Source: an optimization exercise on an open RTL-to-GDS flow (aim: small area, a short achievable clock period and few clock cycles). Production flows keep margins and buffers that such runs may drop. Where RTL was checked, it was by simulation tests only, not by an equivalence proof against the original. Power is estimated from default activity; no workload was simulated.

// wbext_framer
module wbext_framer (
    input  wire        clk,
    input  wire        rst,         
    input  wire        cmd_valid,
    output wire        cmd_ready,
    input  wire [31:0] cmd,
    output reg         resp_valid,
    output reg  [31:0] resp
);
Size in the first run: about 3,700 cells after synthesis, ~2,300 flip-flops, roughly 69 I/O pins, about 0.058 mm^2 of cells after synthesis.
clock: 12.0 ns
lec_check: 0
cap_margin: 20
core_margin: 2
core_utilization: 40
slew_margin: 20
standard.sh (not shown) runs the stock make flow with config.mk's settings and CLKGATE_MAP_FILE= SYNTH_SCRIPT=/design/flow/synth_recipe.tcl, a recipe that flattens the netlist after the stock synthesis.
==> flow/flow/run.sh <==
#!/bin/bash
# Standard ORFS layout (the standard.sh, standard synthesis unchanged) with:
#  - CTS without dummy loads.
# The full make output goes to flow_make.log; ORFS keeps per-step logs in orfs/logs.
set -euo pipefail
MARGIN=$(cat flow/margin.txt)
CTS="$(cat flow/cts_args.txt)"
bash standard.sh "SETUP_SLACK_MARGIN=$MARGIN" "CTS_ARGS=$CTS" finish > flow_make.log 2>&1
==> flow/flow/cts_args.txt <==
-sink_clustering_enable -repair_clock_nets -dont_use_dummy_load -sink_clustering_size 24 -sink_clustering_max_diameter 100
==> flow/flow/margin.txt <==
8.5
The starting point went through all stages and came out clean.
Testbench counts at the start, summed over its fixed seeds: cycles 16,322.
Rerun with:
==> flow/flow/cts_args.txt (replaced) <==
-sink_clustering_enable -repair_clock_nets -dont_use_dummy_load -sink_clustering_size 28 -sink_clustering_max_diameter 70
Effect: The new run completed without violations; worst setup slack gets better by 51 ps; synthesized cell count is unchanged; final cell count barely changes; total power came out higher by 0.32%; core utilization came out higher by 0.18 points.


the previous run:
wbext_framer, a different RTL version from the one above (not shown whole).
Size: ~3900 cells after synthesis, roughly 2400 flip-flops.
## wbext_framer
module wbext_framer (
    input  wire        clk,
    input  wire        rst,         
    input  wire        cmd_valid,
    output wire        cmd_ready,
    input  wire [31:0] cmd,
    output reg         resp_valid,
    output reg  [31:0] resp
);
export LEC_CHECK = 0
export CAP_MARGIN = 20
export CORE_MARGIN = 2
export CORE_UTILIZATION = 65
export CTS_BUF_LIST = sky130_fd_sc_hd__clkbuf_8
export CTS_CLUSTER_SIZE = 24
export SLEW_MARGIN = 20
create_clock -name core_clock -period 12.0 [get_ports {clk}]
==> flow/flow/run.sh <==
#!/bin/bash
set -euo pipefail
bash standard.sh SETUP_SLACK_MARGIN=${MARGIN:-8.3} finish > flow_make.log 2>&1
Setup changes, the previous run to the current run
# the previous run
export LEC_CHECK = 0
export CAP_MARGIN = 20
export CORE_MARGIN = 2
export CORE_UTILIZATION = 65
export CTS_BUF_LIST = sky130_fd_sc_hd__clkbuf_8
export CTS_CLUSTER_SIZE = 24
export SLEW_MARGIN = 20
create_clock -name core_clock -period 12.0 [get_ports {clk}]
# the current run
export LEC_CHECK = 0
export CAP_MARGIN = 20
export CORE_MARGIN = 2
export CORE_UTILIZATION = 40
export SLEW_MARGIN = 20
create_clock -name core_clock -period 12.0 [get_ports {clk}]
### Flow results
Going from the previous run to the current run, clock-buffer cell count dropped about 30%; instance area at placement went up; overall via count from detail_route decreased about 5%.
The previous run → the current run: setup slack now larger; worst hold slack saw a decrease; post-route fraction of the period consumed by the critical path down 1.2 points; area of all placed cells without fillers now sits higher; wire length lost 14%.
Function was not checked in any run of this note: the RTL went through the layout flow alone.


Another version of the RTL of wbext_framer (not shown whole).
For scale: ~2300 flip-flops, roughly 69 I/O pins, about 0.059 mm^2 of cells after synthesis.
Design wbext_framer, start of the top module:
module wbext_framer (
    input  wire        clk,
    input  wire        rst,         
    input  wire        cmd_valid,
    output wire        cmd_ready,
    input  wire [31:0] cmd,
    output reg         resp_valid,
    output reg  [31:0] resp
);
Settings: LEC_CHECK=0, CAP_MARGIN=20, CORE_MARGIN=2, CORE_UTILIZATION=55, SLEW_MARGIN=20; clock period 12.0 ns.
==> flow/flow/run.sh <==
#!/bin/bash
# Standard ORFS layout (the standard.sh, standard synthesis unchanged) with:
#  - CTS arguments from flow/cts_args.txt (no dummy loads, sink clustering);
#  - port buffers of the smallest buffer cell (repair resizes them as needed).
# The full make output goes to flow_make.log; ORFS keeps per-step logs in orfs/logs.
set -euo pipefail
MARGIN=$(cat flow/margin.txt)
CTS="$(cat flow/cts_args.txt)"
bash standard.sh "SETUP_SLACK_MARGIN=$MARGIN" "CTS_ARGS=$CTS" \
  "BUFFER_PORTS_ARGS=-buffer_cell sky130_fd_sc_hd__buf_1" finish > flow_make.log 2>&1
==> flow/flow/cts_args.txt <==
-sink_clustering_enable -repair_clock_nets -dont_use_dummy_load -sink_clustering_size 24 -sink_clustering_max_diameter 100
Scripts as last shown in full above: flow/flow/margin.txt
Testbench counts at the start, summed over its fixed seeds: cycles 16,056.
Next try:
==> flow/flow/run.sh (replaced) <==
#!/bin/bash
# Standard ORFS layout (the standard.sh, standard synthesis unchanged) with:
#  - CTS without dummy loads.
# The full make output goes to flow_make.log; ORFS keeps per-step logs in orfs/logs.
set -euo pipefail
MARGIN=$(cat flow/margin.txt)
CTS="$(cat flow/cts_args.txt)"
bash standard.sh "SETUP_SLACK_MARGIN=$MARGIN" "CTS_ARGS=$CTS" finish > flow_make.log 2>&1
==> flow/flow/margin.txt (replaced) <==
8.8
Outcome:
- utilization goes up by 0.82 points
- clock-buffer cell count stays the same
- design area goes up slightly
- synthesized cell count stays the same
- setup slack degrades by 0.029 ns
Next try:
==> flow/flow/margin.txt (replaced) <==
8.5
Result:
- die area does not change
- via count falls by about 0.7%
- routed wire length rises by 1.1%
- total power stays flat
- worst hold slack improved by 0.018 ns
Next try:
--- a/flow/flow/run.sh
+++ b/flow/flow/run.sh
@@ -3 +3,2 @@
-#  - CTS without dummy loads.
+#  - CTS arguments from flow/cts_args.txt (no dummy loads, sink clustering);
+#  - port buffers of the smallest buffer cell (repair resizes them as needed).
@@ -8 +9,2 @@
-bash standard.sh "SETUP_SLACK_MARGIN=$MARGIN" "CTS_ARGS=$CTS" finish > flow_make.log 2>&1
+bash standard.sh "SETUP_SLACK_MARGIN=$MARGIN" "CTS_ARGS=$CTS" \
+  "BUFFER_PORTS_ARGS=-buffer_cell sky130_fd_sc_hd__buf_1" finish > flow_make.log 2>&1
==> flow/flow/margin.txt (replaced) <==
8.8
--- a/flow/config.mk
+++ b/flow/config.mk
@@ -7,0 +8 @@
+export ABC_AREA = 1
Effect: Utilization drops by 0.51 points; cell area went up by 0.69%; synthesized cell count rises by about 24%; synthesized area went up by about 1.4%; clock-buffer cell count decreases by 1; combinational power rose by 57%; worst setup slack improved by 0.035 ns; non-clock buffer count grows by 4; first-iteration DRC count increases by 5.9%; wire length climbs by 3.0%.

what the ideal ports hide:
In the flow no input, the clock included, has a driving cell. The finished layouts below were timed again as built, in two steps. Step 1 assumes that a clkbuf_16 drives the clock port and a buf_2 every other input. Step 2 times the ports against the registers' clock, not the clock port: input delays grow and output delays shrink by t, the midpoint of the rising clock arrivals with the driver on. a / b / c = ideal / step 1 / step 2; a / b = the first two.
run | shift t [ns] | setup slack, ns | clock arrival spread, ns
the first run of note 1 | 0.786 | 8.238 / 8.238 / 8.203 | 0.101 / 0.100
the second run of note 1 | 0.795 | 8.289 / 8.234 / 8.210 | 0.108 / 0.108
the previous run | 0.980 | 8.157 / 8.093 / 8.441 | 0.088 / 0.087
the current run | 0.865 | 8.302 / 8.222 / 8.231 | 0.083 / 0.083
the first run of note 3 | 0.753 | 8.374 / 8.305 / 8.557 | 0.057 / 0.058
the second run of note 3 | 0.743 | 8.345 / 8.275 / 8.245 | 0.100 / 0.100
the third run of note 3 | 0.742 | 8.342 / 8.273 / 8.276 | 0.079 / 0.079
the fourth run of note 3 | 0.763 | 8.377 / 8.303 / 8.420 | 0.072 / 0.072
After both steps setup and hold are still met in every run listed. The setup slack of the second run of note 3, which loses most, moves by -0.070 ns with the drivers and by -0.100 ns with both steps.
